From an optimization exercise on the open Yosys and OpenROAD flow, aimed at small area; shortcuts taken in it are not production practice. RTL that was checked went through simulation tests only; none was proved equivalent to the original. For run 2, only the layout was checked, not whether the RTL still works. No activity file was given, so power comes from the tool's default toggle rates.

--- design.v ---
module icsp_phy (
    input  wire        clk,
    input  wire        rst,
    input  wire        start,
    input  wire [2:0]  op,
    input  wire        int_op,     
    input  wire        sel,        
    input  wire        ld,         
    input  wire [21:0] ld_val,
    output reg         done,       
    output wire [15:0] frame,      
    input  wire        dat_i,
    output wire [1:0]  rst_lvl,
    output reg         pwr,
    output reg         dat_o,
    output reg         dat_oe,
    output reg         clk_o,
    output reg         clk_oe
);
    localparam [2:0] OP_ENTER  = 3'd0,
                     OP_EXIT   = 3'd1,
                     OP_CMD    = 3'd2,
                     OP_SIMPLE = 3'd3,
                     OP_WRITE  = 3'd4,
                     OP_READ   = 3'd5;
    localparam [2:0] P_IDLE  = 3'd0,
                     P_PM    = 3'd1,    
                     P_BIT   = 3'd2,    
                     P_INTER = 3'd3,    
                     P_RDPRE = 3'd4,    
                     P_RDEND = 3'd5;    
    reg [2:0]  pst;
    reg [2:0]  kind;
    reg [4:0]  cnt;
    reg [3:0]  bcnt;
    reg [21:0] sh;
    reg        vpp;
    reg        in_data;     
    reg        rx;          
    reg        inter_last;  
    assign rst_lvl = {vpp, 1'b0};
    assign frame   = sh[15:0];
    wire last_bit = (rx || in_data) ? (bcnt == 4'd15) : (bcnt == 4'd5);
    always @(posedge clk) begin
        if (ld)
            sh <= ld_val;
        else if (pst == P_IDLE && start && int_op)
            sh <= {(sel && op == OP_WRITE) ? 16'h7FFE : 16'h0000, 3'b000,
                   op == OP_SIMPLE || op == OP_READ, op == OP_SIMPLE,
                   op == OP_READ && sel};
        else if (pst == P_BIT && cnt == 5'd3 && rx)
            sh[15:0] <= {dat_i, sh[15:1]};
        else if (pst == P_BIT && cnt == 5'd6 && !rx)
            sh <= sh >> 1;
    end
    always @(posedge clk) begin
        done <= 1'b0;
        if (rst) begin
            pst        <= P_IDLE;
            kind       <= OP_ENTER;
            cnt        <= 5'd0;
            bcnt       <= 4'd0;
            in_data    <= 1'b0;
            rx         <= 1'b0;
            inter_last <= 1'b0;
            vpp        <= 1'b0;
            pwr        <= 1'b0;
            dat_o      <= 1'b0;
            dat_oe     <= 1'b0;
            clk_o      <= 1'b0;
            clk_oe     <= 1'b0;
        end else begin
            case (pst)
            P_IDLE: begin
                cnt     <= 5'd0;
                bcnt    <= 4'd0;
                in_data <= 1'b0;
                rx      <= 1'b0;
                if (start) begin
                    kind <= op;
                    pst  <= (op == OP_ENTER || op == OP_EXIT) ? P_PM : P_BIT;
                end
            end
            P_PM: begin
                cnt <= cnt + 5'd1;
                case (cnt)
                5'd0: vpp   <= 1'b0;
                5'd1: pwr   <= 1'b0;
                5'd2: dat_o <= 1'b0;
                5'd3: clk_o <= 1'b0;
                default: ;
                endcase
                if (kind == OP_ENTER) begin
                    case (cnt)
                    5'd8:  dat_oe <= 1'b1;
                    5'd9:  clk_oe <= 1'b1;
                    5'd10: vpp    <= 1'b1;
                    5'd16: pwr    <= 1'b1;
                    5'd22: begin done <= 1'b1; pst <= P_IDLE; end
                    default: ;
                    endcase
                end else begin
                    case (cnt)
                    5'd4: dat_oe <= 1'b0;
                    5'd5: begin clk_oe <= 1'b0; done <= 1'b1; pst <= P_IDLE; end
                    default: ;
                    endcase
                end
            end
            P_BIT: begin
                cnt <= cnt + 5'd1;
                case (cnt)
                5'd0: clk_o <= 1'b1;
                5'd1: if (!rx) dat_o <= sh[0];
                5'd4: clk_o <= 1'b0;
                5'd6: begin
                    cnt  <= 5'd0;
                    bcnt <= last_bit ? 4'd0 : bcnt + 4'd1;
                    if (last_bit) begin
                        if (rx) begin
                            pst <= P_RDEND;
                        end else if (in_data) begin
                            inter_last <= 1'b1;
                            pst        <= P_INTER;
                        end else begin
                            case (kind)
                            OP_CMD: begin
                                done <= 1'b1;
                                pst  <= P_IDLE;
                            end
                            OP_SIMPLE: begin
                                inter_last <= 1'b1;
                                pst        <= P_INTER;
                            end
                            OP_WRITE: begin
                                inter_last <= 1'b0;
                                pst        <= P_INTER;
                            end
                            default: pst <= P_RDPRE;
                            endcase
                        end
                    end
                end
                default: ;
                endcase
            end
            P_INTER: begin
                cnt <= cnt + 5'd1;
                if (cnt == 5'd2) begin
                    cnt <= 5'd0;
                    if (inter_last) begin
                        done <= 1'b1;
                        pst  <= P_IDLE;
                    end else begin
                        if (kind == OP_READ) rx <= 1'b1;
                        else                 in_data <= 1'b1;
                        pst <= P_BIT;
                    end
                end
            end
            P_RDPRE: begin
                cnt <= cnt + 5'd1;
                if (cnt == 5'd0)
                    dat_o <= 1'b0;
                else begin
                    dat_oe     <= 1'b0;
                    inter_last <= 1'b0;
                    cnt        <= 5'd0;
                    pst        <= P_INTER;
                end
            end
            P_RDEND: begin
                dat_oe     <= 1'b1;
                inter_last <= 1'b1;
                pst        <= P_INTER;
            end
            default: pst <= P_IDLE;
            endcase
        end
    end
endmodule
module icsp_core (
    input  wire        clk,
    input  wire        rst,
    input  wire        host_we,
    input  wire [3:0]  host_addr,
    input  wire [31:0] host_wdata,
    output reg  [31:0] host_rdata,
    output wire        busy,
    output wire [1:0]  rst_lvl,
    output wire        pwr,
    output wire        dat_o,
    output wire        dat_oe,
    input  wire        dat_i,
    output wire        clk_o,
    output wire        clk_oe,
    output reg         act,
    output reg  [15:0] reg_idx,
    input  wire        reg_end,
    input  wire [15:0] reg_id,
    input  wire [31:0] reg_prog_size,
    input  wire [31:0] reg_cfg_start,
    input  wire [31:0] reg_cfg_size,
    input  wire [31:0] reg_data_start,
    input  wire [31:0] reg_data_size,
    input  wire [31:0] reg_rsv_words,
    input  wire [15:0] reg_cfg_save,
    input  wire [7:0]  reg_prog_ftype,
    input  wire [7:0]  reg_data_ftype,
    output reg         resp_valid,
    input  wire        resp_ready,
    output wire [31:0] resp_data,
    output wire        resp_last,
    output wire        resp_done
);
    localparam [31:0] DEF_PROG_X     = 32'h0000_0800;
    localparam [31:0] DEF_CFG_START  = 32'h0000_2000;
    localparam [31:0] DEF_CFG_X      = 32'h0000_2008;
    localparam [31:0] DEF_DATA_START = 32'h0000_2100;
    localparam [31:0] DEF_DATA_X     = 32'h0000_2180;
    localparam [31:0] DEF_RSV_START  = 32'h0000_0800;
    localparam [1:0] M_OFF = 2'd0, M_PROG = 2'd1, M_CFG = 2'd2;
    localparam [2:0] CST_OK = 3'd1, CST_ILLEGAL = 3'd2, CST_IDENT = 3'd3, CST_NOTDET = 3'd4;
    localparam [1:0] DET_IDENT = 2'd1, DET_NOTPRES = 2'd2, DET_UNID = 2'd3;
    localparam [2:0] OP_ENTER = 3'd0, OP_EXIT = 3'd1, OP_CMD = 3'd2,
                     OP_SIMPLE = 3'd3, OP_WRITE = 3'd4, OP_READ = 3'd5;
    localparam [5:0]
        S_IDLE       = 6'd0,
        S_DECODE     = 6'd1,
        S_END        = 6'd2,
        S_RAW_W      = 6'd3,
        S_PM_W       = 6'd4,
        S_ER_ENTER   = 6'd5,
        S_ER_EXIT_W  = 6'd6,
        S_ER_ENTER_W = 6'd7,
        S_ER_LOAD    = 6'd8,
        S_ER_LOAD_W  = 6'd9,
        S_SP_START   = 6'd10,
        S_SP_EXIT_W  = 6'd11,
        S_SP_ENTER   = 6'd12,
        S_SP_ENTER_W = 6'd13,
        S_SP_LOAD    = 6'd14,
        S_SP_LOAD_W  = 6'd15,
        S_SP_ADV     = 6'd16,
        S_SP_INC_W   = 6'd17,
        S_SP_READ_W  = 6'd18,
        S_RW_DONE    = 6'd19,
        S_RR_CHECK   = 6'd20,
        S_RR_BEAT    = 6'd21,
        S_RR_ACT     = 6'd22,
        S_RR_DONE    = 6'd23,
        S_DT_EXIT_W  = 6'd24,
        S_DT_CFG     = 6'd25,
        S_DT_STORE   = 6'd26,
        S_DT_EVAL    = 6'd27,
        S_DT_SCAN    = 6'd28,
        S_DT_SCAN_ST = 6'd29,
        S_DT_NP_W    = 6'd30,
        S_LK         = 6'd31,
        S_DT_FIN     = 6'd32,
        S_DT_FIN_W   = 6'd33;
    reg [1:0]  mode;
    reg [31:0] pc;
    reg [31:0] arg0, arg1;
    reg [15:0] result;
    reg [2:0]  cst;
    reg [1:0]  det;
    reg        dev_valid;       
    reg [31:0] map_prog_x, map_cfg_start, map_cfg_x;
    reg [31:0] map_data_start, map_data_x, map_rsv_start;
    reg [15:0] map_cfg_save;
    reg [7:0]  map_prog_ftype, map_data_ftype;
    reg [5:0]  state;
    reg [3:0]  op;              
    reg        rsvd_nz;         
    reg        sp_load;         
    reg        scan;            
    reg [4:0]  k;               
    reg        w_nz;            
    reg        amb;             
    reg [8:0]  devid;           
    reg [31:0] rr_addr;
    reg [7:0]  rr_n;
    reg        phy_start;
    reg [2:0]  phy_op;
    wire       phy_done;
    wire [15:0] phy_frame;
    reg        phy_int;         
    reg        phy_sel;         
    icsp_phy u_phy (
        .clk     (clk),
        .rst     (rst),
        .start   (phy_start),
        .op      (phy_op),
        .int_op  (phy_int),
        .sel     (phy_sel),
        .ld      (state == S_IDLE && host_we && host_addr == 4'h0),
        .ld_val  ({host_wdata[31:16], host_wdata[9:4]}),
        .done    (phy_done),
        .frame   (phy_frame),
        .dat_i   (dat_i),
        .rst_lvl (rst_lvl),
        .pwr     (pwr),
        .dat_o   (dat_o),
        .dat_oe  (dat_oe),
        .clk_o   (clk_o),
        .clk_oe  (clk_oe)
    );
    assign busy = (state != S_IDLE);
    wire is_rw = (op == 4'h9);
    wire is_dt = (op == 4'hA);
    wire is_rr = (op == 4'hB);
    function [32:0] sub32;
        input [31:0] a;
        input [31:0] b;
        integer i;
        reg br;
        begin
            br = 1'b0;
            for (i = 0; i < 32; i = i + 1) begin
                sub32[i] = a[i] ^ b[i] ^ br;
                br = (~a[i] & b[i]) | (~(a[i] ^ b[i]) & br);
            end
            sub32[32] = br;
        end
    endfunction
    function lt32;
        input [31:0] a;
        input [31:0] b;
        integer i;
        reg br;
        begin
            br = 1'b0;
            for (i = 0; i < 32; i = i + 1)
                br = (a[i] != b[i]) ? b[i] : br;
            lt32 = br;
        end
    endfunction
    function [31:0] add32;
        input [31:0] a;
        input [31:0] b;
        input        ci;
        integer i;
        reg c;
        begin
            c = ci;
            for (i = 0; i < 32; i = i + 1) begin
                add32[i] = a[i] ^ b[i] ^ c;
                c = (a[i] & b[i]) | ((a[i] ^ b[i]) & c);
            end
        end
    endfunction
    function [31:0] dec32;
        input [31:0] a;
        integer i;
        reg bw;
        begin
            bw = 1'b1;
            for (i = 0; i < 32; i = i + 1) begin
                dec32[i] = a[i] ^ bw;
                bw = ~a[i] & bw;
            end
        end
    endfunction
    function [31:0] inc32;
        input [31:0] a;
        integer i;
        reg c;
        begin
            c = 1'b1;
            for (i = 0; i < 32; i = i + 1) begin
                inc32[i] = a[i] ^ c;
                c = a[i] & c;
            end
        end
    endfunction
    wire [31:0] cls_addr = is_rr ? rr_addr : arg0;
    wire [32:0] d_sub = sub32(cls_addr, map_data_start);
    wire [32:0] c_sub = sub32(cls_addr, map_cfg_start);
    wire [31:0] d_off = d_sub[31:0];
    wire [31:0] c_off = c_sub[31:0];
    wire in_data = !d_sub[32] && (map_data_x == 32'd0 || lt32(cls_addr, map_data_x));
    wire in_cfg  = !c_sub[32] && (map_cfg_x  == 32'd0 || lt32(cls_addr, map_cfg_x));
    wire [2:0] cfg_off = {k[2], k[2] | k[1], k[0]};    
    wire dom_data = !is_dt && in_data;
    wire dom_cfg  = is_dt ? !scan : (!in_data && in_cfg);
    reg [31:0] sp_off;
    always @(*) begin
        if (is_dt)
            sp_off = scan ? {27'd0, k} : {29'd0, cfg_off};
        else if (in_data)
            sp_off = d_off;
        else if (in_cfg)
            sp_off = c_off;
        else
            sp_off = cls_addr;
    end
    wire off_lt_pc = lt32(sp_off, pc);
    wire pc_lt_off = lt32(pc, sp_off);
    wire [15:0] rd_val = {2'b00, phy_frame[14:9] & {6{!dom_data}}, phy_frame[8:1]};
    wire rr_at_end = (rr_addr == arg1);
    assign resp_done = (state == S_RR_DONE);
    assign resp_data = {16'd0, rd_val & {16{!resp_done}}};
    assign resp_last = !resp_done && ((rr_n == 8'hFF) || rr_at_end);
    wire reg_match = (reg_id[13:5] == devid);
    wire [31:0] end_x = (host_addr == 4'h9) ? map_cfg_x :
                        (host_addr == 4'hB) ? map_data_x : map_prog_x;
    wire [31:0] end_v = dec32(end_x);
    always @(*) begin
        case (host_addr)
        4'h0: host_rdata = 32'd0;
        4'h1: host_rdata = arg0;
        4'h2: host_rdata = arg1;
        4'h3: host_rdata = {23'd0, act, mode, det, cst, busy};
        4'h4: host_rdata = {16'd0, result};
        4'h5: host_rdata = pc;
        4'h6: host_rdata = {dev_valid, 15'd0, reg_idx & {16{dev_valid}}};
        4'h7: host_rdata = end_v;
        4'h8: host_rdata = map_cfg_start;
        4'h9: host_rdata = end_v;
        4'hA: host_rdata = map_data_start;
        4'hB: host_rdata = end_v;
        4'hC: host_rdata = map_rsv_start;
        4'hD: host_rdata = end_v;
        4'hE: host_rdata = {16'd0, map_cfg_save};
        default: host_rdata = {16'd0, map_data_ftype, map_prog_ftype};
        endcase
    end
    task set_default_map;
        begin
            map_prog_x     <= DEF_PROG_X;
            map_cfg_start  <= DEF_CFG_START;
            map_cfg_x      <= DEF_CFG_X;
            map_data_start <= DEF_DATA_START;
            map_data_x     <= DEF_DATA_X;
            map_rsv_start  <= DEF_RSV_START;
            map_cfg_save   <= 16'd0;
            map_prog_ftype <= 8'd0;
            map_data_ftype <= 8'd0;
        end
    endtask
    task phy_go;
        input [2:0]  o;
        input        sl;
        begin
            phy_start <= 1'b1;
            phy_op    <= o;
            phy_int   <= 1'b1;
            phy_sel   <= sl;
        end
    endtask
    task phy_raw;
        input [2:0]  o;
        begin
            phy_start <= 1'b1;
            phy_op    <= o;
            phy_int   <= 1'b0;
        end
    endtask
    wire [5:0] ret_state = is_rw ? S_RW_DONE :
                           is_rr ? S_RR_BEAT :
                           is_dt ? (scan ? S_DT_SCAN_ST : S_DT_STORE) : S_END;
    wire sp_read = is_rw | is_rr | is_dt;
    always @(posedge clk) begin
        phy_start <= 1'b0;
        if (rst) begin
            state      <= S_IDLE;
            mode       <= M_OFF;
            pc         <= 32'd0;
            arg0       <= 32'd0;
            arg1       <= 32'd0;
            result     <= 16'd0;
            cst        <= 3'd0;
            det        <= 2'd0;
            dev_valid  <= 1'b0;
            act        <= 1'b0;
            reg_idx    <= 16'd0;
            resp_valid <= 1'b0;
            op         <= 4'd0;
            phy_op     <= OP_ENTER;
            set_default_map;
        end else begin
            case (state)
            S_IDLE: begin
                if (host_we) begin
                    case (host_addr)
                    4'h0: begin
                        op         <= host_wdata[3:0];
                        rsvd_nz    <= (host_wdata[15:10] != 6'd0);
                        state      <= S_DECODE;
                    end
                    4'h1: arg0 <= host_wdata;
                    4'h2: arg1 <= host_wdata;
                    default: ;
                    endcase
                end
            end
            S_DECODE: begin
                cst <= CST_OK;
                if (rsvd_nz) begin
                    cst   <= CST_ILLEGAL;
                    state <= S_END;
                end else begin
                    case (op)
                    4'h1, 4'h2, 4'h3, 4'h4: begin
                        if (mode == M_OFF) begin
                            cst   <= CST_ILLEGAL;
                            state <= S_END;
                        end else begin
                            case (op)
                            4'h1:    phy_raw(OP_CMD);
                            4'h2:    phy_raw(OP_SIMPLE);
                            4'h3:    phy_raw(OP_WRITE);
                            default: phy_raw(OP_READ);
                            endcase
                            state <= S_RAW_W;
                        end
                    end
                    4'h5: begin
                        if (mode == M_OFF) begin
                            phy_raw(OP_ENTER);
                            state <= S_PM_W;
                        end else
                            state <= S_END;
                    end
                    4'h6: begin
                        if (mode != M_OFF) begin
                            phy_raw(OP_EXIT);
                            state <= S_PM_W;
                        end else
                            state <= S_END;
                    end
                    4'h7, 4'h9: state <= S_SP_START;
                    4'h8: begin
                        if (mode != M_OFF) begin
                            phy_raw(OP_EXIT);
                            state <= S_ER_EXIT_W;
                        end else
                            state <= S_ER_ENTER;
                    end
                    4'hA: begin
                        k    <= 5'd0;
                        scan <= 1'b0;
                        if (mode != M_OFF) begin
                            phy_raw(OP_EXIT);
                            state <= S_DT_EXIT_W;
                        end else
                            state <= S_DT_CFG;
                    end
                    4'hB: begin
                        rr_addr <= arg0;
                        rr_n    <= 8'd0;
                        state   <= S_RR_CHECK;
                    end
                    default: begin
                        cst   <= CST_ILLEGAL;
                        state <= S_END;
                    end
                    endcase
                end
            end
            S_END: state <= S_IDLE;
            S_RAW_W: begin
                if (phy_done) begin
                    if (op == 4'h4)
                        result <= phy_frame;
                    state <= S_END;
                end
            end
            S_PM_W: begin
                if (phy_done) begin
                    mode  <= (op == 4'h5) ? M_PROG : M_OFF;
                    pc    <= 32'd0;
                    state <= S_END;
                end
            end
            S_ER_EXIT_W: begin
                if (phy_done) begin
                    mode  <= M_OFF;
                    pc    <= 32'd0;
                    state <= S_ER_ENTER;
                end
            end
            S_ER_ENTER: begin
                phy_raw(OP_ENTER);
                state <= S_ER_ENTER_W;
            end
            S_ER_ENTER_W: begin
                if (phy_done) begin
                    mode  <= M_PROG;
                    pc    <= 32'd0;
                    state <= S_ER_LOAD;
                end
            end
            S_ER_LOAD: begin
                phy_go(OP_WRITE, 1'b1);
                state <= S_ER_LOAD_W;
            end
            S_ER_LOAD_W: begin
                if (phy_done) begin
                    mode  <= M_CFG;
                    state <= S_END;
                end
            end
            S_SP_START: begin
                if (dom_cfg) begin
                    if (mode == M_OFF) begin
                        sp_load <= 1'b1;
                        state   <= S_SP_ENTER;
                    end else if (mode == M_PROG) begin
                        state <= S_SP_LOAD;
                    end else if (off_lt_pc) begin
                        sp_load <= 1'b1;
                        phy_raw(OP_EXIT);
                        state <= S_SP_EXIT_W;
                    end else
                        state <= S_SP_ADV;
                end else begin
                    sp_load <= 1'b0;
                    if (mode == M_OFF)
                        state <= S_SP_ENTER;
                    else if (mode != M_PROG || off_lt_pc) begin
                        phy_raw(OP_EXIT);
                        state <= S_SP_EXIT_W;
                    end else
                        state <= S_SP_ADV;
                end
            end
            S_SP_EXIT_W: begin
                if (phy_done) begin
                    mode  <= M_OFF;
                    pc    <= 32'd0;
                    state <= S_SP_ENTER;
                end
            end
            S_SP_ENTER: begin
                phy_raw(OP_ENTER);
                state <= S_SP_ENTER_W;
            end
            S_SP_ENTER_W: begin
                if (phy_done) begin
                    mode  <= M_PROG;
                    pc    <= 32'd0;
                    state <= sp_load ? S_SP_LOAD : S_SP_ADV;
                end
            end
            S_SP_LOAD: begin
                phy_go(OP_WRITE, 1'b0);
                state <= S_SP_LOAD_W;
            end
            S_SP_LOAD_W: begin
                if (phy_done) begin
                    mode  <= M_CFG;
                    pc    <= 32'd0;
                    state <= S_SP_ADV;
                end
            end
            S_SP_ADV: begin
                if (pc_lt_off) begin
                    phy_go(OP_SIMPLE, 1'b0);
                    state <= S_SP_INC_W;
                end else if (sp_read) begin
                    phy_go(OP_READ, dom_data);
                    state <= S_SP_READ_W;
                end else
                    state <= ret_state;
            end
            S_SP_INC_W: begin
                if (phy_done) begin
                    pc    <= inc32(pc);
                    state <= S_SP_ADV;
                end
            end
            S_SP_READ_W: begin
                if (phy_done)
                    state <= ret_state;
            end
            S_RW_DONE: begin
                result <= rd_val;
                state  <= S_END;
            end
            S_RR_CHECK: begin
                if (lt32(arg1, rr_addr))
                    state <= S_RR_DONE;
                else
                    state <= S_SP_START;
            end
            S_RR_BEAT: begin
                if (!resp_valid) begin
                    resp_valid <= 1'b1;
                end else if (resp_ready) begin
                    resp_valid <= 1'b0;
                    rr_n       <= rr_n + 8'd1;
                    state      <= S_RR_ACT;
                end
            end
            S_RR_ACT: begin
                if (rr_n[4:0] == 5'd0)
                    act <= ~act;
                if (rr_at_end)
                    state <= S_RR_DONE;
                else begin
                    rr_addr <= inc32(rr_addr);
                    state   <= S_RR_CHECK;
                end
            end
            S_RR_DONE: begin
                if (!resp_valid) begin
                    resp_valid <= 1'b1;
                end else if (resp_ready) begin
                    resp_valid <= 1'b0;
                    state      <= S_END;
                end
            end
            S_DT_EXIT_W: begin
                if (phy_done) begin
                    mode  <= M_OFF;
                    pc    <= 32'd0;
                    state <= S_DT_CFG;
                end
            end
            S_DT_CFG: state <= S_SP_START;
            S_DT_STORE: begin
                if (k == 5'd4) begin
                    amb   <= (rd_val == 16'h0000) || (rd_val == 16'h3FFF);
                    devid <= (rd_val == 16'h3FFF) ? 9'd0 : rd_val[13:5];
                end else
                    w_nz <= ((k != 5'd0) && w_nz) || (rd_val != 16'd0);
                if (k == 5'd5)
                    state <= S_DT_EVAL;
                else begin
                    k     <= k + 5'd1;
                    state <= S_DT_CFG;
                end
            end
            S_DT_EVAL: begin
                reg_idx <= 16'd0;
                if (amb && !w_nz) begin
                    k     <= 5'd0;
                    scan  <= 1'b1;
                    state <= S_DT_SCAN;
                end else
                    state <= S_LK;
            end
            S_DT_SCAN: state <= S_SP_START;
            S_DT_SCAN_ST: begin
                if (rd_val != 16'd0)
                    state <= S_LK;
                else if (k == 5'd15) begin
                    phy_raw(OP_EXIT);
                    state <= S_DT_NP_W;
                end else begin
                    k     <= k + 5'd1;
                    state <= S_DT_SCAN;
                end
            end
            S_DT_NP_W: begin
                if (phy_done) begin
                    mode      <= M_OFF;
                    pc        <= 32'd0;
                    set_default_map;
                    dev_valid <= 1'b0;
                    det       <= DET_NOTPRES;
                    cst       <= CST_NOTDET;
                    state     <= S_END;
                end
            end
            S_LK: begin
                if (reg_end) begin
                    set_default_map;
                    dev_valid <= 1'b0;
                    det       <= DET_UNID;
                    cst       <= CST_NOTDET;
                    state     <= S_DT_FIN;
                end else if (reg_match) begin
                    map_prog_x     <= reg_prog_size;
                    map_cfg_start  <= reg_cfg_start;
                    map_cfg_x      <= add32(reg_cfg_start, reg_cfg_size, 1'b0);
                    map_data_start <= reg_data_start;
                    map_data_x     <= add32(reg_data_start, reg_data_size, 1'b0);
                    map_rsv_start  <= add32(reg_prog_size, ~reg_rsv_words, 1'b1);
                    map_cfg_save   <= reg_cfg_save;
                    map_prog_ftype <= reg_prog_ftype;
                    map_data_ftype <= reg_data_ftype;
                    dev_valid      <= 1'b1;
                    det            <= DET_IDENT;
                    cst            <= CST_IDENT;
                    state          <= S_DT_FIN;
                end else
                    reg_idx <= reg_idx + 16'd1;
            end
            S_DT_FIN: begin
                if (mode != M_OFF) begin
                    phy_raw(OP_EXIT);
                    state <= S_DT_FIN_W;
                end else
                    state <= S_END;
            end
            S_DT_FIN_W: begin
                if (phy_done) begin
                    mode  <= M_OFF;
                    pc    <= 32'd0;
                    state <= S_END;
                end
            end
            default: state <= S_IDLE;
            endcase
        end
    end
endmodule
--- run.sh ---
#!/bin/bash
# synth_recipe.tcl (not shown) runs the flow's synth.tcl, then flattens the netlist and writes it again
# the make line also repeats each setting of config.mk as NAME=value (left out here)
make -C /OpenROAD-flow-scripts/flow DESIGN_CONFIG=/design/flow/config.mk WORK_HOME=/design/flow/orfs CLKGATE_MAP_FILE= SYNTH_SCRIPT=/design/flow/synth_recipe.tcl finish
--- config.mk ---
export PLATFORM = sky130hd
export DESIGN_NAME = icsp_core
export DESIGN_NICKNAME = icsp_core
export VERILOG_FILES = /design/flow/design.v
export SDC_FILE = /design/flow/constraint.sdc
export NUM_CORES = 4
export LEC_CHECK = 0
export CAP_MARGIN = 20
export CORE_MARGIN = 2
export CORE_UTILIZATION = 40
export SLEW_MARGIN = 20
--- constraint.sdc ---
create_clock -name core_clock -period 10.0 [get_ports {clk}]
set_input_delay 2.0000 -clock core_clock [delete_from_list [all_inputs] [get_ports {clk}]]
set_output_delay 2.0000 -clock core_clock [all_outputs]
set_load 0.01 [all_outputs]
==> impl_metrics.csv, run 1 <==
group,metric,value,unit
worst_setup_path,arrival,13.47,ns
sta,setup_ws,-5.469,ns
sta,setup_viol,69,
final_layout,finalInstanceArea,42320,um^2
clocking,clock_sinks,484,
sta,finalClockSkew,0.05738,ns
worst_setup_path,cp_slowest_cell,"fa_2",
clocking,cts_tree,"yes",
pwr,p_leak,16.37,nW
final_layout,nets,4944,
synth,synth_top_area_cell,"dfxtp_1",
placed_design,dpl.hpwl,116.6,mm
worst_setup_path,cp-start-kind,"flop",
global_routing,grt_max_degree,190,
final_layout,drive_above_1_share,19.09,%
sta,fmax,64.64,MHz
synth,synth_seq_cells,484,
sta,finalCriticalPeriod,15.47,ns
global_routing,antenna_found_initial,4,
synth,yosys_most_used_dff,"dfxtp_1",
worst_setup_path,endpoint_kind,"output pin",
final_layout,multi_input_area,21210,um^2
floorplanning,num_rows,104,
floorplanning,ios,374,
floorplanning,die_y,289.4,um
worst_hold_path,hold_path_end,"u_phy.pwr$_SDFFE_PP0P_",
sta,report.final.slew_viol_count,0,
floorplanning,initial_core_util,40.45,%
final_layout,diodes,0,
route,vias,33270,
status,status,"failed layout checks",
route,viasPerCell,6.042,
worst_setup_path,slowest_delay,0.38,ns
synth,synth_top_cell_area_share,24.64,%
worst_setup_path,r2r-end,"phy_op[2]$_SDFFE_PP0P_",
pwr,powerDensity,129.8,nW/um^2
synth,synth_cell_type_count,106,
floorplanning,die_x,289.4,um
global_routing,gr-total-overflow,0,
sta,fin_crit_sh,154.7,%
route,drt-initial-drc-count,4027,
synth,netlist_top_cells_area,"dfxtp_1, fa_1, edfxtp_1",
clocking,clock_latency,0.66,ns
synth,ys_warn_count,2,
sta,slew_headroom,21.70,%
global_routing,grt_pass1_wl,215.3,mm
pwr,power,0.005495,W
global_routing,grt_pass1_vias,31170,
placed_design,pre_cts_ws,-5.332,ns
placed_design,portBuffers,347,
worst_setup_path,timing.rr.start,"op[2]$_SDFFE_PP0P_",
worst_setup_path,worst_path_most_repeated_cell,"fa_2",
status,so.violations,"negative setup slack",
flow_run,cap_viol_max_count,0,
sta,rsz0062_at_grt,"true",
sta,final_hold_viol_count,0,
final_layout,seq_area,10520,um^2
worst_hold_path,min_path_cells,2,
placed_design,place.gp.congestion,1.003,
floorplanning,die-area,83750,um^2
worst_setup_path,rr_worst_depth,55,
clocking,clk_pin_slew,0.06,ns
synth,synth_area,32580,um^2
synth,async_flop_share,0,%
worst_hold_path,hp-start,"u_phy.pwr$_SDFFE_PP0P_",
pwr,vdd_ir_drop_max,0.1356,mV
clocking,cts_buffers,56,
route,drc_errors,0,
synth,ys_seq_area_share,32.29,%
worst_setup_path,worst-r2r-setup-slack,-5.30,ns
route,antenna_left,0,
worst_hold_path,hp-class,"flop to flop",
final_layout,area_delta_synth_final,29.88,%
route,wl,150.4,mm
synth,postSynthCellCount,3912,
worst_setup_path,path_max_fanout,4,
floorplanning,core,80550,um^2
clocking,h-tree-depth,2,
clocking,clock_path_buffers,3,
route,wire_per_inst,27.31,um
global_routing,track_usage,34.93,%
synth,syn_avg_cell_area,8.329,um^2
placed_design,placed_cell_area,39490,um^2
clocking,cts.root.buffer_cell,"clkbuf_16",
sta,holdWs,0.4683,ns
worst_setup_path,worstPathRequired,8.00,ns
final_layout,nFillCells,7545,
sta,worst_pin_slew,1.174,ns
route,first_pass_iters,9,
clocking,hold_buffers,0,
worst_setup_path,crit_type,"flop to output pin",
synth,synth_edf_count,83,
## cell type report
class,count,share of cell area (%)
inverter,327,2.930
timing repair buffer,675,14.34
clock inverter,30,0.7806
clock buffer,74,3.838
multi-input combinational,2857,50.11
tap,1060,3.134
sequential,484,24.87
## cells in the final DEF, fill, tap and decap left out, types with 61 or more instances in the layout
cell type	n
ha_1	74
fa_2	150
nor2b_1	61
clkdlybuf4s50_1	316
dfxtp_1	399
inv_1	302
mux2i_1	90
clkbuf_16	61
buf_4	298
nand2_1	337
o21ai_0	114
nand3_1	94
a22oi_1	249
a21oi_1	286
nor2_1	501
edfxtp_1	83
## sequential cells by signal (all words and copies together) (netlist names), 5 cells and up
| signal | flops |
|---|---|
| reg_idx | 16 |
| arg0 | 32 |
| map_rsv_start | 32 |
| map_prog_ftype | 8 |
| k | 5 |
| u_phy.sh | 22 |
| rr_n | 8 |
| map_data_start | 32 |
| map_data_ftype | 8 |
| map_cfg_start | 32 |
| u_phy.cnt | 5 |
| map_data_x | 32 |
| map_cfg_x | 32 |
| pc | 32 |
| devid | 9 |
| arg1 | 32 |
| map_prog_x | 32 |
| rr_addr | 32 |
| map_cfg_save | 16 |
| result | 16 |
| state | 6 |
## worst max path at each step
stage / from / to / slack [ns] / cells after the start
floorplan: op[0]$_SDFFE_PP0P_ / phy_int$_DFFE_PP_ / -4.98 / 55
detailed placement: op[2]$_SDFFE_PP0P_ / phy_op[2]$_SDFFE_PP0P_ / -5.33 / 53
global route: op[2]$_SDFFE_PP0P_ / resp_data[10] / -5.73 / 48
finish: op[2]$_SDFFE_PP0P_ / resp_data[8] / -5.47 / 48
CTS: op[2]$_SDFFE_PP0P_ / resp_data[12] / -5.45 / 47
global placement: op[2]$_SDFFE_PP0P_ / phy_op[2]$_SDFFE_PP0P_ / -5.23 / 53
## metal layers
layer	share of wire (%)	track usage [%]	up-vias	wire [um]
met4	5.6	15.94	4	8430
met5	0.016	0	-	24
li1	-	-	14800	-
met1	41	48.68	16230	62260
met2	43	52.82	1866	65170
met3	9.7	5.874	369	14520
## power breakdown
part	switching, W	internal [W]	total [W]
Combinational	0.000673	0.000584	0.00126
Sequential	0.0000461	0.00200	0.00205
Clock	0.000932	0.00126	0.00219
Total	0.00165	0.00384	0.00549
## cells in the mapped netlist (all sizes together) (50+ instances only)
cell and count:
a21oi 295, a22oi 258, buf 50, clkbuf 213, dfxtp 401, edfxtp 83
fa 150, ha 111, inv 325, mux2i 95, nand2 347, nand2b 58
nand3 100, nor2 525, nor2b 61, o21ai 131
## worst max-delay path: cells and delay by family (launching register included)
kind            cells  cell delay (ns)
compound gates      3             0.41
mux                 1             0.21
fa+ha+maj          32            10.50
simple gates        6             0.87
buf+inv             6             0.55
flops               1             0.31
## cell families (layout without fill, tap and decap cells)
family                     Yosys count  count (layout)  share of synthesized area, %
xor gates and xnor gates            65              65                         1.747
other                                1              19                       0.01151
buffers and inverters              590            1106                         7.200
adders and majority gates          287             287                         14.28
DFF                                484             484                         32.29
muxes                              134             134                         4.382
AOI/OAI and AO/OA                 1053            1053                         22.01
and+or+nand+nor                   1298            1299                         18.08
## stage by stage
step | utilization (%) | cells | setup TNS, ns
detailed placement | 49.03 | 5365 | -254.60
global placement | 49.03 | 5365 | -251.87
CTS | 52.04 | 5488 | -212.53
global route | 52.54 | 5507 | -231.25
floorplan | - | 3930 | -204.78
finish | 52.54 | 5507 | -214.94
## what timing repair did
item                                    CTS  global route
endpoints found under the setup margin   81            74
pin swaps                                28            30
gates cloned                              1             1
gates resized for setup                 167            78
setup buffers                            20            21
==> inputs of run 2 (changes only) <==
--- a/design.v
+++ b/design.v
@@ -3,5 +3,5 @@
     input  wire        rst,
     input  wire        start,
-    input  wire [2:0]  op,
+    input  wire [2:0]  op,         
     input  wire        int_op,     
     input  wire        sel,        
@@ -31,5 +31,4 @@
                      P_RDEND = 3'd5;    
     reg [2:0]  pst;
-    reg [2:0]  kind;
     reg [4:0]  cnt;
     reg [3:0]  bcnt;
@@ -58,5 +57,4 @@
         if (rst) begin
             pst        <= P_IDLE;
-            kind       <= OP_ENTER;
             cnt        <= 5'd0;
             bcnt       <= 4'd0;
@@ -77,8 +75,6 @@
                 in_data <= 1'b0;
                 rx      <= 1'b0;
-                if (start) begin
-                    kind <= op;
-                    pst  <= (op == OP_ENTER || op == OP_EXIT) ? P_PM : P_BIT;
-                end
+                if (start)
+                    pst <= (op == OP_ENTER || op == OP_EXIT) ? P_PM : P_BIT;
             end
             P_PM: begin
@@ -91,5 +87,5 @@
                 default: ;
                 endcase
-                if (kind == OP_ENTER) begin
+                if (op == OP_ENTER) begin
                     case (cnt)
                     5'd8:  dat_oe <= 1'b1;
@@ -124,5 +120,5 @@
                             pst        <= P_INTER;
                         end else begin
-                            case (kind)
+                            case (op)
                             OP_CMD: begin
                                 done <= 1'b1;
@@ -153,5 +149,5 @@
                         pst  <= P_IDLE;
                     end else begin
-                        if (kind == OP_READ) rx <= 1'b1;
+                        if (op == OP_READ) rx <= 1'b1;
                         else                 in_data <= 1'b1;
                         pst <= P_BIT;
@@ -276,10 +272,10 @@
     reg        sp_load;         
     reg        scan;            
-    reg [4:0]  k;               
     reg        w_nz;            
     reg        amb;             
     reg [8:0]  devid;           
     reg [31:0] rr_addr;
-    reg [7:0]  rr_n;
+    reg [7:0]  rr_n;            
+    wire [4:0] k = rr_n[4:0];
     reg        phy_start;
     reg [2:0]  phy_op;
@@ -314,8 +310,9 @@
         input [31:0] a;
         input [31:0] b;
+        input        bi;
         integer i;
         reg br;
         begin
-            br = 1'b0;
+            br = bi;
             for (i = 0; i < 32; i = i + 1) begin
                 sub32[i] = a[i] ^ b[i] ^ br;
@@ -337,18 +334,4 @@
         end
     endfunction
-    function [31:0] add32;
-        input [31:0] a;
-        input [31:0] b;
-        input        ci;
-        integer i;
-        reg c;
-        begin
-            c = ci;
-            for (i = 0; i < 32; i = i + 1) begin
-                add32[i] = a[i] ^ b[i] ^ c;
-                c = (a[i] & b[i]) | ((a[i] ^ b[i]) & c);
-            end
-        end
-    endfunction
     function [31:0] dec32;
         input [31:0] a;
@@ -375,7 +358,8 @@
         end
     endfunction
-    wire [31:0] cls_addr = is_rr ? rr_addr : arg0;
-    wire [32:0] d_sub = sub32(cls_addr, map_data_start);
-    wire [32:0] c_sub = sub32(cls_addr, map_cfg_start);
+    wire [31:0] cls_addr = (is_rr || is_dt) ? rr_addr : arg0;
+    wire        sub_bi   = is_dt && (k[1:0] != 2'd1);
+    wire [32:0] d_sub = sub32(cls_addr, map_data_start, sub_bi);
+    wire [32:0] c_sub = sub32(cls_addr, map_cfg_start, sub_bi);
     wire [31:0] d_off = d_sub[31:0];
     wire [31:0] c_off = c_sub[31:0];
@@ -383,19 +367,25 @@
     wire in_cfg  = !c_sub[32] && (map_cfg_x  == 32'd0 || lt32(cls_addr, map_cfg_x));
     wire [2:0] cfg_off = {k[2], k[2] | k[1], k[0]};    
-    wire dom_data = !is_dt && in_data;
-    wire dom_cfg  = is_dt ? !scan : (!in_data && in_cfg);
+    reg  dom_data, dom_cfg;
+    wire dom_sample = (state == S_DECODE) || (state == S_RR_CHECK) ||
+                      (state == S_DT_CFG) || (state == S_DT_SCAN);
+    always @(posedge clk)
+        if (dom_sample) begin
+            dom_data <= !is_dt && in_data;
+            dom_cfg  <= is_dt ? !scan : (!in_data && in_cfg);
+        end
     reg [31:0] sp_off;
     always @(*) begin
         if (is_dt)
             sp_off = scan ? {27'd0, k} : {29'd0, cfg_off};
-        else if (in_data)
+        else if (dom_data)
             sp_off = d_off;
-        else if (in_cfg)
+        else if (dom_cfg)
             sp_off = c_off;
         else
             sp_off = cls_addr;
     end
-    wire off_lt_pc = lt32(sp_off, pc);
     wire pc_lt_off = lt32(pc, sp_off);
+    wire off_lt_pc = !pc_lt_off && (pc != sp_off);
     wire [15:0] rd_val = {2'b00, phy_frame[14:9] & {6{!dom_data}}, phy_frame[8:1]};
     wire rr_at_end = (rr_addr == arg1);
@@ -458,4 +448,28 @@
         end
     endtask
+    task lk_step;
+        begin
+            case (k[1:0])
+            2'd0: begin
+                map_data_x     <= d_sub[31:0];
+                map_data_start <= reg_rsv_words;
+                rr_addr        <= reg_prog_size;
+                rr_n           <= 8'd1;
+            end
+            2'd1: begin
+                map_rsv_start  <= d_sub[31:0];
+                map_data_start <= reg_data_start;
+                rr_addr        <= reg_cfg_size;
+                rr_n           <= 8'd2;
+            end
+            2'd2: begin
+                map_cfg_x      <= c_sub[31:0];
+                map_cfg_start  <= reg_cfg_start;
+                rr_n           <= 8'd3;
+            end
+            default: ;
+            endcase
+        end
+    endtask
     wire [5:0] ret_state = is_rw ? S_RW_DONE :
                            is_rr ? S_RR_BEAT :
@@ -540,5 +554,5 @@
                     end
                     4'hA: begin
-                        k    <= 5'd0;
+                        rr_n <= 8'd0;
                         scan <= 1'b0;
                         if (mode != M_OFF) begin
@@ -730,5 +744,5 @@
                     state <= S_DT_EVAL;
                 else begin
-                    k     <= k + 5'd1;
+                    rr_n  <= rr_n + 8'd1;
                     state <= S_DT_CFG;
                 end
@@ -737,5 +751,5 @@
                 reg_idx <= 16'd0;
                 if (amb && !w_nz) begin
-                    k     <= 5'd0;
+                    rr_n  <= 8'd0;
                     scan  <= 1'b1;
                     state <= S_DT_SCAN;
@@ -751,5 +765,5 @@
                     state <= S_DT_NP_W;
                 end else begin
-                    k     <= k + 5'd1;
+                    rr_n  <= rr_n + 8'd1;
                     state <= S_DT_SCAN;
                 end
@@ -775,9 +789,8 @@
                 end else if (reg_match) begin
                     map_prog_x     <= reg_prog_size;
-                    map_cfg_start  <= reg_cfg_start;
-                    map_cfg_x      <= add32(reg_cfg_start, reg_cfg_size, 1'b0);
-                    map_data_start <= reg_data_start;
-                    map_data_x     <= add32(reg_data_start, reg_data_size, 1'b0);
-                    map_rsv_start  <= add32(reg_prog_size, ~reg_rsv_words, 1'b1);
+                    map_cfg_start  <= ~reg_cfg_start;
+                    map_data_start <= ~reg_data_start;
+                    rr_addr        <= reg_data_size;
+                    rr_n           <= 8'd0;
                     map_cfg_save   <= reg_cfg_save;
                     map_prog_ftype <= reg_prog_ftype;
@@ -791,4 +804,5 @@
             end
             S_DT_FIN: begin
+                if (det == DET_IDENT) lk_step;
                 if (mode != M_OFF) begin
                     phy_raw(OP_EXIT);
@@ -798,4 +812,5 @@
             end
             S_DT_FIN_W: begin
+                if (det == DET_IDENT) lk_step;
                 if (phy_done) begin
                     mode  <= M_OFF;
==> flow/run.sh (new file) <==
#!/bin/bash
# Layout flow: the standard flow (standard.sh), with two synthesis
# changes: ORFS's final ABC mapping runs from flow/abc_area.script (a
# delay-bounded, area-recovering mapping) instead of the speed script, and
# adders are left to ABC instead of being mapped to full/half-adder cells.
# Registers are mapped before ABC, so they match the standard synthesis.
set -euo pipefail
W=$(pwd)
bash standard.sh SYNTH_SCRIPT="$W/flow/synth_area.tcl" ADDER_MAP_FILE= > "$W/standard.log" 2>&1
==> flow/abc_area.script (new file) <==
strash
dch
map -D 6000
strash
dch
map -D 6000
topo
==> flow/synth_area.tcl (new file) <==
# The standard flow's synthesis (synth_recipe.tcl, one folder up) with the final ABC
# mapping run from an area-oriented script instead of ORFS's speed script.
# Registers are mapped before ABC runs, so they are the same as the standard flow's.
set here [file dirname [file normalize [info script]]]
set ::area_abc_script [file join $here abc_area.script]
proc abc {args} {
  set i [lsearch -exact $args -script]
  if { $i >= 0 } {
    lset args [expr { $i + 1 }] $::area_abc_script
  }
  puts "area abc: $args"
  yosys abc {*}$args
}
source [file join [file dirname $here] synth_recipe.tcl]
==> standard.sh (new file) <==
#!/bin/bash
# synth_recipe.tcl (not shown) runs the flow's synth.tcl, then flattens the netlist and writes it again
# the make line also repeats each setting of config.mk as NAME=value (left out here)
make -C /OpenROAD-flow-scripts/flow DESIGN_CONFIG=/design/flow/config.mk WORK_HOME=/design/flow/orfs CLKGATE_MAP_FILE= SYNTH_SCRIPT=/design/flow/synth_recipe.tcl "${@:-finish}"
removed: run.sh
==> impl_metrics.csv, run 2 <==
group,metric,value,unit
clocking,clock_path_buffers,3,
route,drc_errors,0,
sta,fmax,105.7,MHz
synth,synth_most_common_cell,"nor2_1",
global_routing,grtUsageMet3,8.763,%
placed_design,dp.cells,5516,
synth,async_flop_share,0,%
synth,synth_cell_type_count,48,
synth,netlist_top_cells_area,"dfxtp_1, nor2_1, edfxtp_1",
route,drt-initial-drc-count,4005,
final_layout,area_delta_synth_final,27.74,%
worst_setup_path,path_max_fanout,9,
placed_design,place.gp.congestion,0.9928,
worst_hold_path,hp-class,"flop to flop",
synth,synth_common_cells,"nor2_1, nand2_1, clkinv_1",
synth,synth_top_family_by_area,"compound AO/OA/AOI/OAI gates",
worst_setup_path,worstPathRequired,8.00,ns
route,wire_per_inst,25.82,um
synth,synth_area,28210,um^2
floorplanning,core,69910,um^2
clocking,clock_latency,0.66,ns
placed_design,pre_cts_ws,-0.6886,ns
placed_design,dpl.hpwl,105.3,mm
clocking,h-tree-depth,2,
final_layout,drive_above_1_share,7.056,%
route,viasPerCell,6.045,
pwr,powerDensity,218.0,nW/um^2
sta,fin_crit_sh,94.60,%
synth,synth-compound-area-share,29.13,%
clocking,hold_buffers,0,
synth,synth_edf_count,80,
final_layout,final_common_cell,"nor2_1",
clocking,clk_pin_slew,0.06,ns
synth,ys_seq_area_share,36.75,%
clocking,cts_tree,"yes",
synth,synth_xor_xnor_area_share,2.297,%
floorplanning,die_x,269.6,um
synth,synth_top_cell_area_share,28.24,%
final_layout,multi_input_area,16050,um^2
final_layout,seq_area,10370,um^2
global_routing,grt_util_met1,51.08,%
status,status,"timing/DRC/antenna clean",
clocking,cts_buffers,56,
final_layout,final_cells,5634,
worst_setup_path,worst_path_most_repeated_cell,"nand2_1",
global_routing,grt_max_degree,78,
global_routing,grt_pass1_vias,31530,
sta,setup_viol,0,
global_routing,grt_pass1_wl,209.1,mm
route,wl,145.5,mm
global_routing,gr-total-overflow,0,
sta,report.final.slew_viol_count,0,
floorplanning,die_y,269.6,um
clocking,cts.root.buffer_cell,"clkbuf_16",
sta,slew_headroom,26.87,%
route,vias,34060,
synth,synth_top_area_cell,"dfxtp_1",
synth,synth-adder-area-share,0.03548,%
sta,finalClockSkew,0.01899,ns
worst_setup_path,endpoint_kind,"output pin",
sta,finalCriticalPeriod,9.460,ns
worst_setup_path,cp_slowest_cell,"clkdlybuf4s50_1",
global_routing,antenna_found_initial,5,
worst_setup_path,crit_type,"input port to output pin",
floorplanning,ios,374,
worst_setup_path,slowest_delay,0.53,ns
pwr,p_leak,13.02,nW
final_layout,layout_common_cells,"nor2_1, nand2_1, clkinv_1",
pwr,vdd_ir_drop_max,0.1464,mV
final_layout,nFillCells,7171,
synth,ys_warn_count,2,
final_layout,post-route-util,51.56,%
placed_design,portBuffers,347,
synth,muxShareOfSynthArea,0,%
clocking,clock_sinks,478,
worst_setup_path,cp-start-kind,"input port",
sta,worst_pin_slew,1.094,ns
route,antenna_left,0,
global_routing,top_usage_layer,"met2",
synth,syn_avg_cell_area,6.873,um^2
sta,setup_ws,0.5398,ns
floorplanning,initial_core_util,40.36,%
global_routing,grtUsageMet2,58.82,%
final_layout,nets,4926,
global_routing,track_usage,38.31,%
synth,yosys_most_used_dff,"dfxtp_1",
sta,final_hold_viol_count,0,
worst_setup_path,arrival,7.46,ns
flow_run,cap_viol_max_count,0,
synth,synth_simple_gate_area_share,24.01,%
route,first_pass_iters,6,
synth,postSynthCellCount,4105,
floorplanning,num_rows,97,
floorplanning,die-area,72680,um^2
synth,synth_seq_cells,478,
-- run 2: cell types whose count changed after synthesis, sizes merged, moves of 50 or more --
cell,change
nand2,+213
ha,-111
a22oi,-100
clkinv,+541
nand2b,-58
nor2b,-61
nor2,+292
inv,-325
mux2i,-95
fa,-150
o21ai,+260
clkbuf,-213
a211oi,+50
a221oi,+52
-- run 2: final timing paths --
| kind | cells after the start | slack [ns] | from | endpoint |
|---|---|---|---|---|
| setup / recovery | 60 | 0.54 | host_addr[1] | host_rdata[31] |
| hold / removal | 2 | 0.46 | u_phy.bcnt[2]$_SDFFE_PP0P_ | u_phy.bcnt[2]$_SDFFE_PP0P_ |
| setup reg to reg | 61 | 1.03 | op[3]$_SDFFE_PP0P_ | phy_sel$_DFFE_PP_ |
| hold reg to reg | 2 | 0.46 | u_phy.bcnt[2]$_SDFFE_PP0P_ | u_phy.bcnt[2]$_SDFFE_PP0P_ |
-- run 2: what timing repair did --
| item | in CTS | in global routing |
|---|---|---|
| pin swaps | 2 | 16 |
| endpoints found under the hold margin | 0 | 0 |
| resized for setup | 25 | 68 |
| gates cloned | 0 | 0 |
| buffers inserted | 0 | 9 |
| setup endpoints to repair | 6 | 25 |
-- run 2: final cells by class --
cell class	count	area share, %
tap	940	3.263
clock inverter	13	0.4721
clock buffer	92	4.739
multi-input combinational	3082	44.53
inverter	543	5.683
timing repair buffer	483	12.52
sequential	478	28.77
antenna	3	0.02083
-- run 2: through the flow --
| step | hold slack [ns] | power, W | cell area (um^2) | setup TNS [ns] |
|---|---|---|---|---|
| 6_report | 0.4567 | 0.007856 | 36040 | 0 |
| 5_1_grt | 0.4814 | 0.008222 | 36030 | -0.06171 |
| 4_1_cts | 0.4583 | 0.007730 | 35810 | -0.005199 |
| 3_5_place_dp | 0.4456 | 0.005594 | 33870 | -2.458 |
| 3_3_place_gp | 0.4491 | 0.005591 | 33870 | -2.526 |
| 2_1_floorplan | 0.4294 | 0.004398 | 28290 | 0 |
-- run 2: where the power goes --
part / switching [W] / leakage (nW) / internal (W) / total (W)
Sequential: 0.000193 / 3.96 / 0.00220 / 0.00239
Combinational: 0.00221 / 8.14 / 0.00110 / 0.00331
Clock: 0.000915 / 0.925 / 0.00124 / 0.00216
-- run 2: cell families after synthesis --
| logic type | after synthesis |
|---|---|
| buffers and inverters | 563 |
| flip-flops | 478 |
| adder cells (fa/ha/maj) | 1 |
| XOR/XNOR | 74 |
| other | 1 |
| AO/OA/AOI/OAI | 1318 |
| AND/OR/NAND/NOR | 1670 |
-- run 2: layer usage --
| layer | routed length, um | vias up |
|---|---|---|
| met2 | 62240 | 2052 |
| li1 | - | 15640 |
| met5 | 13 | - |
| met1 | 59320 | 15980 |
| met3 | 16660 | 388 |
| met4 | 7234 | 2 |
-- run 2: worst max-delay path, delay by kind of cell --
kind,cells,cell delay (ns)
buffers and inverters,26,2.57
XOR/XNOR,1,0.16
AND/OR/NAND/NOR,30,2.19
AO/OA/AOI/OAI,3,0.52
==> inputs of run 3 (changes only) <==
--- a/design.v
+++ b/design.v
@@ -210,9 +210,9 @@
     output wire        resp_done
 );
-    localparam [31:0] DEF_PROG_X     = 32'h0000_0800;
+    localparam [31:0] DEF_PROG_END   = 32'h0000_07FF;
     localparam [31:0] DEF_CFG_START  = 32'h0000_2000;
-    localparam [31:0] DEF_CFG_X      = 32'h0000_2008;
+    localparam [31:0] DEF_CFG_END    = 32'h0000_2007;
     localparam [31:0] DEF_DATA_START = 32'h0000_2100;
-    localparam [31:0] DEF_DATA_X     = 32'h0000_2180;
+    localparam [31:0] DEF_DATA_END   = 32'h0000_217F;
     localparam [31:0] DEF_RSV_START  = 32'h0000_0800;
     localparam [1:0] M_OFF = 2'd0, M_PROG = 2'd1, M_CFG = 2'd2;
@@ -263,6 +263,6 @@
     reg [1:0]  det;
     reg        dev_valid;       
-    reg [31:0] map_prog_x, map_cfg_start, map_cfg_x;
-    reg [31:0] map_data_start, map_data_x, map_rsv_start;
+    reg [31:0] map_prog_end, map_cfg_start, map_cfg_end;    
+    reg [31:0] map_data_start, map_data_end, map_rsv_start;
     reg [15:0] map_cfg_save;
     reg [7:0]  map_prog_ftype, map_data_ftype;
@@ -272,8 +272,8 @@
     reg        sp_load;         
     reg        scan;            
-    reg        w_nz;            
-    reg        amb;             
-    reg [8:0]  devid;           
     reg [31:0] rr_addr;
+    wire       w_nz  = rr_addr[10];
+    wire       amb   = rr_addr[9];
+    wire [8:0] devid = rr_addr[8:0];
     reg [7:0]  rr_n;            
     wire [4:0] k = rr_n[4:0];
@@ -334,16 +334,4 @@
         end
     endfunction
-    function [31:0] dec32;
-        input [31:0] a;
-        integer i;
-        reg bw;
-        begin
-            bw = 1'b1;
-            for (i = 0; i < 32; i = i + 1) begin
-                dec32[i] = a[i] ^ bw;
-                bw = ~a[i] & bw;
-            end
-        end
-    endfunction
     function [31:0] inc32;
         input [31:0] a;
@@ -358,12 +346,13 @@
         end
     endfunction
-    wire [31:0] cls_addr = (is_rr || is_dt) ? rr_addr : arg0;
-    wire        sub_bi   = is_dt && (k[1:0] != 2'd1);
-    wire [32:0] d_sub = sub32(cls_addr, map_data_start, sub_bi);
+    wire [31:0] cls_addr = rr_addr;
+    wire        sub_bi   = is_dt && (k[2:0] != 3'd5);
+    wire        sub_bz   = is_dt && (k[2:0] == 3'd1 || k[2:0] == 3'd3 || k[2:0] == 3'd4);
+    wire [32:0] d_sub = sub32(cls_addr, map_data_start & {32{!sub_bz}}, sub_bi);
     wire [32:0] c_sub = sub32(cls_addr, map_cfg_start, sub_bi);
     wire [31:0] d_off = d_sub[31:0];
     wire [31:0] c_off = c_sub[31:0];
-    wire in_data = !d_sub[32] && (map_data_x == 32'd0 || lt32(cls_addr, map_data_x));
-    wire in_cfg  = !c_sub[32] && (map_cfg_x  == 32'd0 || lt32(cls_addr, map_cfg_x));
+    wire in_data = !d_sub[32] && !lt32(map_data_end, cls_addr);
+    wire in_cfg  = !c_sub[32] && !lt32(map_cfg_end, cls_addr);
     wire [2:0] cfg_off = {k[2], k[2] | k[1], k[0]};    
     reg  dom_data, dom_cfg;
@@ -394,7 +383,4 @@
     assign resp_last = !resp_done && ((rr_n == 8'hFF) || rr_at_end);
     wire reg_match = (reg_id[13:5] == devid);
-    wire [31:0] end_x = (host_addr == 4'h9) ? map_cfg_x :
-                        (host_addr == 4'hB) ? map_data_x : map_prog_x;
-    wire [31:0] end_v = dec32(end_x);
     always @(*) begin
         case (host_addr)
@@ -406,11 +392,11 @@
         4'h5: host_rdata = pc;
         4'h6: host_rdata = {dev_valid, 15'd0, reg_idx & {16{dev_valid}}};
-        4'h7: host_rdata = end_v;
+        4'h7: host_rdata = map_prog_end;
         4'h8: host_rdata = map_cfg_start;
-        4'h9: host_rdata = end_v;
+        4'h9: host_rdata = map_cfg_end;
         4'hA: host_rdata = map_data_start;
-        4'hB: host_rdata = end_v;
+        4'hB: host_rdata = map_data_end;
         4'hC: host_rdata = map_rsv_start;
-        4'hD: host_rdata = end_v;
+        4'hD: host_rdata = map_prog_end;
         4'hE: host_rdata = {16'd0, map_cfg_save};
         default: host_rdata = {16'd0, map_data_ftype, map_prog_ftype};
@@ -419,9 +405,9 @@
     task set_default_map;
         begin
-            map_prog_x     <= DEF_PROG_X;
+            map_prog_end   <= DEF_PROG_END;
             map_cfg_start  <= DEF_CFG_START;
-            map_cfg_x      <= DEF_CFG_X;
+            map_cfg_end    <= DEF_CFG_END;
             map_data_start <= DEF_DATA_START;
-            map_data_x     <= DEF_DATA_X;
+            map_data_end   <= DEF_DATA_END;
             map_rsv_start  <= DEF_RSV_START;
             map_cfg_save   <= 16'd0;
@@ -450,24 +436,30 @@
     task lk_step;
         begin
-            case (k[1:0])
-            2'd0: begin
-                map_data_x     <= d_sub[31:0];
+            case (k[2:0])
+            3'd0: begin      
+                rr_addr        <= c_sub[31:0];
+                map_cfg_start  <= reg_cfg_start;
+            end
+            3'd1: begin
+                map_cfg_end    <= d_sub[31:0];
+                rr_addr        <= reg_data_size;
+            end
+            3'd2: begin      
+                rr_addr        <= d_sub[31:0];
                 map_data_start <= reg_rsv_words;
+            end
+            3'd3: begin
+                map_data_end   <= d_sub[31:0];
                 rr_addr        <= reg_prog_size;
-                rr_n           <= 8'd1;
             end
-            2'd1: begin
+            3'd4: map_prog_end <= d_sub[31:0];
+            3'd5: begin
                 map_rsv_start  <= d_sub[31:0];
                 map_data_start <= reg_data_start;
-                rr_addr        <= reg_cfg_size;
-                rr_n           <= 8'd2;
-            end
-            2'd2: begin
-                map_cfg_x      <= c_sub[31:0];
-                map_cfg_start  <= reg_cfg_start;
-                rr_n           <= 8'd3;
             end
             default: ;
             endcase
+            if (k[2:0] != 3'd6)
+                rr_n <= rr_n + 8'd1;
         end
     endtask
@@ -500,4 +492,5 @@
                     case (host_addr)
                     4'h0: begin
+                        rr_addr    <= arg0;
                         op         <= host_wdata[3:0];
                         rsvd_nz    <= (host_wdata[15:10] != 6'd0);
@@ -563,5 +556,4 @@
                     end
                     4'hB: begin
-                        rr_addr <= arg0;
                         rr_n    <= 8'd0;
                         state   <= S_RR_CHECK;
@@ -737,8 +729,8 @@
             S_DT_STORE: begin
                 if (k == 5'd4) begin
-                    amb   <= (rd_val == 16'h0000) || (rd_val == 16'h3FFF);
-                    devid <= (rd_val == 16'h3FFF) ? 9'd0 : rd_val[13:5];
+                    rr_addr[9]   <= (rd_val == 16'h0000) || (rd_val == 16'h3FFF);
+                    rr_addr[8:0] <= (rd_val == 16'h3FFF) ? 9'd0 : rd_val[13:5];
                 end else
-                    w_nz <= ((k != 5'd0) && w_nz) || (rd_val != 16'd0);
+                    rr_addr[10] <= ((k != 5'd0) && w_nz) || (rd_val != 16'd0);
                 if (k == 5'd5)
                     state <= S_DT_EVAL;
@@ -788,8 +780,7 @@
                     state     <= S_DT_FIN;
                 end else if (reg_match) begin
-                    map_prog_x     <= reg_prog_size;
                     map_cfg_start  <= ~reg_cfg_start;
                     map_data_start <= ~reg_data_start;
-                    rr_addr        <= reg_data_size;
+                    rr_addr        <= reg_cfg_size;
                     rr_n           <= 8'd0;
                     map_cfg_save   <= reg_cfg_save;
==> impl_metrics.csv, run 3 <==
group,metric,value,unit
status,status,"timing/DRC/antenna clean",
global_routing,grtUsageMet2,59.76,%
sta,final_hold_viol_count,0,
route,vias,33780,
worst_setup_path,cp_slowest_cell,"dfxtp_2",
worst_setup_path,slowest_delay,0.37,ns
worst_setup_path,worst-r2r-setup-slack,0.91,ns
global_routing,grtUsageMet3,7.953,%
route,drt-initial-drc-count,4362,
route,wire_per_inst,26.62,um
synth,synth_seq_cells,467,
clocking,cts_buffers,54,
final_layout,nets,4827,
route,antenna_left,0,
pwr,p_leak,12.44,nW
synth,synth_area,27550,um^2
clocking,cts.root.buffer_cell,"clkbuf_16",
sta,finalCriticalPeriod,9.092,ns
worst_setup_path,path_max_fanout,22,
floorplanning,die_x,266.4,um
global_routing,grt_util_met1,53.49,%
sta,slew_headroom,12.45,%
synth,async_flop_share,0,%
route,first_pass_iters,6,
placed_design,place.gp.congestion,0.9926,
synth,synth_most_common_cell,"nor2_1",
final_layout,finalInstanceArea,35000,um^2
pwr,powerDensity,219.0,nW/um^2
sta,worst_pin_slew,1.304,ns
synth,ys_seq_area_share,36.44,%
synth,synth_top_area_cell,"dfxtp_1",
synth,synth_top_cell_area_share,28.92,%
placed_design,pre_cts_ws,0.4220,ns
global_routing,grt_pass1_vias,30990,
flow_run,cap_viol_max_count,0,
sta,report.final.slew_viol_count,0,
final_layout,layout_common_cells,"nor2_1, clkinv_1, nand2_1",
final_layout,nFillCells,6950,
worst_setup_path,cp-start-kind,"flop",
pwr,vdd_ir_drop_max,0.1367,mV
pwr,power,0.007664,W
global_routing,top_usage_layer,"met2",
clocking,clock_latency,0.66,ns
placed_design,portBuffers,347,
worst_setup_path,crit_type,"flop to flop",
sta,fmax,110.0,MHz
floorplanning,core,68350,um^2
global_routing,grt_pass1_wl,207.9,mm
floorplanning,num_rows,96,
sta,setup_viol,0,
global_routing,grt_max_degree,94,
sta,fin_crit_sh,90.92,%
final_layout,drive_above_1_share,6.167,%
global_routing,gr-total-overflow,0,
floorplanning,die-area,70980,um^2
final_layout,final_common_cell,"nor2_1",
clocking,clock_sinks,467,
synth,yosys_most_used_dff,"dfxtp_1",
route,wl,145.7,mm
worst_setup_path,worstPathRequired,10.31,ns
worst_hold_path,hp-class,"flop to flop",
floorplanning,ios,374,
floorplanning,die_y,266.4,um
synth,netlist_top_cells_area,"dfxtp_1, nor2_1, edfxtp_1",
worst_setup_path,endpoint_kind,"flop",
clocking,clk_pin_slew,0.06,ns
global_routing,antenna_found_initial,6,
synth,postSynthCellCount,4022,
route,viasPerCell,6.170,
worst_setup_path,worst_path_most_repeated_cell,"nand2_1",
synth,synth_cell_type_count,47,
synth,synth_common_cells,"nor2_1, clkinv_1, nand2_1",
clocking,clock_path_buffers,3,
clocking,cts_tree,"yes",
synth,ys_warn_count,2,
final_layout,post-route-util,51.20,%
global_routing,track_usage,39.73,%
placed_design,placed_cell_area,33090,um^2
floorplanning,initial_core_util,40.31,%
route,drc_errors,0,
sta,setup_ws,0.9075,ns
synth,syn_avg_cell_area,6.849,um^2
final_layout,area_delta_synth_final,27.04,%
worst_setup_path,arrival,9.40,ns
clocking,h-tree-depth,2,
synth,synth_edf_count,69,
sta,finalClockSkew,0.04120,ns
placed_design,dpl.hpwl,102.0,mm
[run 3: area by class of cell]
cell class                      instances  area, um^2  area share [%]
Multi-Input combinational cell       3051       15770           45.07
Sequential cell                       467       10040           28.69
Timing Repair Buffer                  469        4399           12.57
Inverter                              502        1891           5.402
Clock buffer                           95        1712           4.891
Tap cell                              882        1104           3.153
Clock inverter                          5       70.07          0.2002
Antenna cell                            3       7.507         0.02145
[run 3: final timing paths]
| check | startpoint | endpoint | cells past startpoint |
|---|---|---|---|
| worst max-delay path | op[1]$_SDFFE_PP0P_ | sp_load$_SDFFCE_PN0P_ | 63 |
| worst min-delay path | map_prog_end[1]$_SDFFE_PP1P_ | map_prog_end[1]$_SDFFE_PP1P_ | 2 |
| worst max register to register | op[1]$_SDFFE_PP0P_ | sp_load$_SDFFCE_PN0P_ | 63 |
| worst min register to register | map_prog_end[1]$_SDFFE_PP1P_ | map_prog_end[1]$_SDFFE_PP1P_ | 2 |
[run 3: kinds of logic (layout without fill, tap and decap cells)]
logic type | count (synthesis) | count (layout) | share of synthesized area [%]
other cells | 1 | 22 | 0.01361
fa+ha+maj | 1 | 1 | 0.03634
compound gates | 1331 | 1331 | 29.72
buf+inv | 522 | 1071 | 7.385
flops | 467 | 467 | 36.44
xor+xnor | 64 | 64 | 2.035
simple gates | 1636 | 1636 | 24.36
[run 3: where the power goes]
group / switching [W] / internal [W] / total (W) / leakage (nW)
registers: 0.000294 / 0.00222 / 0.00252 / 3.87
clock network: 0.000879 / 0.00118 / 0.00206 / 0.867
logic: 0.00209 / 0.000999 / 0.00309 / 7.71
[run 3: worst max-delay path: cells and delay by family (launching register included)]
family | cells | cell delay [ns]
AO/OA/AOI/OAI | 20 | 4.08
buffers and inverters | 5 | 0.82
flip-flops | 1 | 0.37
AND/OR/NAND/NOR | 38 | 3.47
[run 3: stage by stage]
stage / std cells / TNS, ns / hold WS (ns)
after detailed placement: 5368 / 0 / 0.4400
after global routing: 5471 / -0.009130 / 0.4767
after CTS: 5468 / 0 / 0.4544
after global placement: 5368 / 0 / 0.4314
final: 5474 / 0 / 0.4519
after floorplan: 4040 / 0 / 0.4186
[run 3: routing by layer]
metal	wire length, um	vias up
met2	61650	2219
li1	-	15380
met4	8821	0
met1	57780	15720
met5	0	-
met3	17450	456
[run 3: timing repair]
action | 4_1_cts | 5_1_grt
setup buffers | 0 | 2
hold buffers | 0 | 0
endpoints found under the setup margin | 0 | 16
hold endpoints to repair | 0 | 0
gates resized for setup | 0 | 32

afterwards: timing with drivers on the ports:
The flow's constraints put no driver on any port. The routed layouts listed below were extracted and timed again, unchanged, in two steps. Step 1 sets driving cells, clkbuf_16 on the clock port and buf_2 on the other inputs (assumed; they add their load-dependent delay and slew). Step 2 also shifts input and output timing later by t, the mid clock arrival at the registers, as if the neighbouring blocks saw the same clock. Slacks: no drivers / after step 1 / after step 2; pairs: no drivers / after step 1.
run	t (ns)	setup WS [ns]	hold WS [ns]	slew at the worst register clock pin (ns)	cell pins on the clock port's net
run 1	0.699	-5.469 / -5.534 / -5.301	0.468 / 0.468 / 0.468	0.07 / 0.07	1
run 2	0.718	0.540 / 0.491 / 0.491	0.457 / 0.457 / 0.457	0.07 / 0.07	1
run 3	0.707	0.908 / 0.908 / 0.908	0.452 / 0.452 / 0.452	0.06 / 0.06	1
For run 2, which loses most, drivers alone change the setup slack by -0.049 ns; drivers and shift together by -0.049 ns.
